This is an optimization exercise on Yosys and OpenROAD, whose aim is small area, a short achievable clock period and few clock cycles per item, not a production implementation. Function was checked by simulation only, so behaviour that the tests miss may differ from the original. No activity file was given, so power comes from the tool's default toggle rates.

## crsf_encoder
module crsf_encoder (
    input  wire         clk,
    input  wire         rst,         
    input  wire         in_valid,
    output wire         in_ready,
    input  wire [255:0] in_ch,       
    output wire         out_valid,
    input  wire         out_ready,
    output wire [207:0] out_frame    
);
    reg         valid;
    reg [175:0] q_reg;       
    reg [31:0]  c_reg;       
    wire [175:0] q_next;
    wire [31:0]  c_next;
    wire [175:0] payload;    
    genvar i;
    generate for (i = 0; i < 16; i = i + 1) begin : ch
        crsf_scale sc (.v(in_ch[16*i +: 16]), .Q(q_next[11*i +: 11]), .c(c_next[2*i +: 2]));
        assign payload[11*i +: 11] = q_reg[11*i +: 11] + {9'd43, c_reg[2*i +: 2]};
    end endgenerate
    assign in_ready = ~valid | out_ready;
    wire   take     = in_valid & in_ready;
    always @(posedge clk) begin
        if (rst)
            valid <= 1'b0;
        else if (take)
            valid <= 1'b1;
        else if (out_ready)
            valid <= 1'b0;
        if (take) begin
  ...
Size: roughly 210 flip-flops.
==> flow/config.mk <==
export PLATFORM = sky130hd
export DESIGN_NAME = crsf_encoder
export DESIGN_NICKNAME = crsf_encoder
export VERILOG_FILES = /design/flow/design.v
export SDC_FILE = /design/flow/constraint.sdc
export NUM_CORES = 4
export LEC_CHECK = 0
export CAP_MARGIN = 20
export CORE_MARGIN = 2
export CORE_UTILIZATION = 40
export SLEW_MARGIN = 20
==> flow/constraint.sdc <==
create_clock -name core_clock -period 22.0 [get_ports {clk}]
set_input_delay 4.4000 -clock core_clock [delete_from_list [all_inputs] [get_ports {clk}]]
set_output_delay 4.4000 -clock core_clock [all_outputs]
set_load 0.01 [all_outputs]
standard.sh (not shown) runs the stock make flow with config.mk's settings and CLKGATE_MAP_FILE= SYNTH_SCRIPT=/design/flow/synth_recipe.tcl, a recipe that flattens the netlist after the stock synthesis.
==> flow/flow/run.sh <==
#!/bin/bash
# Standard ORFS layout (standard.sh) with these changes:
#  - synthesis: no full/half-adder extraction (ADDER_MAP_FILE empty) and
#    an area-oriented abc mapping script (flow/synth.tcl, flow/abc.script);
#  - port buffers are buf_1 cells instead of the default clkdlybuf4s50_1;
#  - repair_timing aims for 12.5 ns of setup slack (SETUP_SLACK_MARGIN),
#    so the resizer shortens the critical paths below the 22 ns period.
# The output of every tool goes to standard.log here.
set -o pipefail
bash standard.sh ADDER_MAP_FILE= SYNTH_SCRIPT=$PWD/flow/synth.tcl \
  "BUFFER_PORTS_ARGS=-buffer_cell sky130_fd_sc_hd__buf_1" SETUP_SLACK_MARGIN=12.5 finish > standard.log 2>&1
==> flow/flow/abc.script <==
strash; dc2; strash; dch -f; amap
==> flow/flow/synth.tcl <==
# synth_recipe.tcl with one change: the technology-mapping abc call runs
# flow/abc.script (area-oriented mapping) instead of ORFS's abc_area or
# abc_speed script. Registers are mapped by dfflibmap before abc and keep
# the standard synthesis's names and cell types.
set my_abc_script [file join [file dirname [file normalize [info script]]] abc.script]
proc synth {args} { yosys synth -nofsm -noshare {*}$args }
proc abc {args} {
  set i [lsearch $args -script]
  if {$i >= 0} { lset args [expr {$i+1}] $::my_abc_script }
  yosys abc {*}$args
}
source $::env(SCRIPTS_DIR)/synth.tcl
# left out here: clear keep_hierarchy, flatten, clean up, hide names made inside functions, write 1_2_yosys.v
Testbench counts at the start, summed over its fixed seeds: cycles 2,056, frames 2,048.
==> next run, changes <==
--- a/flow/flow/run.sh
+++ b/flow/flow/run.sh
@@ -5,3 +5,3 @@
 #  - port buffers are buf_1 cells instead of the default clkdlybuf4s50_1;
-#  - repair_timing aims for 12.5 ns of setup slack (SETUP_SLACK_MARGIN),
+#  - repair_timing aims for 11.8 ns of setup slack (SETUP_SLACK_MARGIN),
 #    so the resizer shortens the critical paths below the 22 ns period.
@@ -10,2 +10,2 @@
 bash standard.sh ADDER_MAP_FILE= SYNTH_SCRIPT=$PWD/flow/synth.tcl \
-  "BUFFER_PORTS_ARGS=-buffer_cell sky130_fd_sc_hd__buf_1" SETUP_SLACK_MARGIN=12.5 finish > standard.log 2>&1
+  "BUFFER_PORTS_ARGS=-buffer_cell sky130_fd_sc_hd__buf_1" SETUP_SLACK_MARGIN=11.8 finish > standard.log 2>&1
- CTS_BUF_LIST: default -> sky130_fd_sc_hd__clkbuf_4
Routed wire length is lower by a little under a tenth.
Synthesized cell count stays the same.
Total power shrinks by about a fifth.
Clock-buffer cell count rises by 56.
Die area does not change.
==> next run, changes <==
- CORE_UTILIZATION: 40 -> 55
- CTS_BUF_LIST: sky130_fd_sc_hd__clkbuf_4 -> sky130_fd_sc_hd__clkbuf_8
- CTS_CLUSTER_DIAMETER: default -> 60
- CTS_CLUSTER_SIZE: default -> 20
After rerunning: The changed run produced a clean layout. Clock-buffer cell count is lower by 64. Clock skew is lower by 0.019 ns. Total power is lower by a few percent.

## re-timing with driven ports
The results above use ideal ports. As a check the final layouts listed here were re-extracted and re-timed, cells and wires unchanged.
Step 1 (the two cells are an assumption about what drives the block):
set clk [get_ports {clk}]
set_driving_cell -lib_cell sky130_fd_sc_hd__clkbuf_16 $clk
set_driving_cell -lib_cell sky130_fd_sc_hd__buf_2 [delete_from_list [all_inputs] $clk]
Step 2, shift: input delay + t, output delay - t, t = (earliest + latest rising clock arrival at the registers) / 2. This alone moves slack from input paths to output paths.
Slacks: no drivers / after step 1 / after step 2; pairs: no drivers / after step 1.
run | shift t [ns] | slack for setup (ns) | worst setup path at the end
the first run | 0.595 | 12.337 / 12.347 / 11.751 | input to register
the second run | 0.833 | 12.225 / 12.169 / 11.526 | input to register
the third run | 0.645 | 12.190 / 12.136 / 11.590 | input to register
After both steps every run listed still meets setup and hold. For the second run, which loses most, drivers alone change the setup slack by -0.056 ns; drivers and shift together by -0.699 ns.
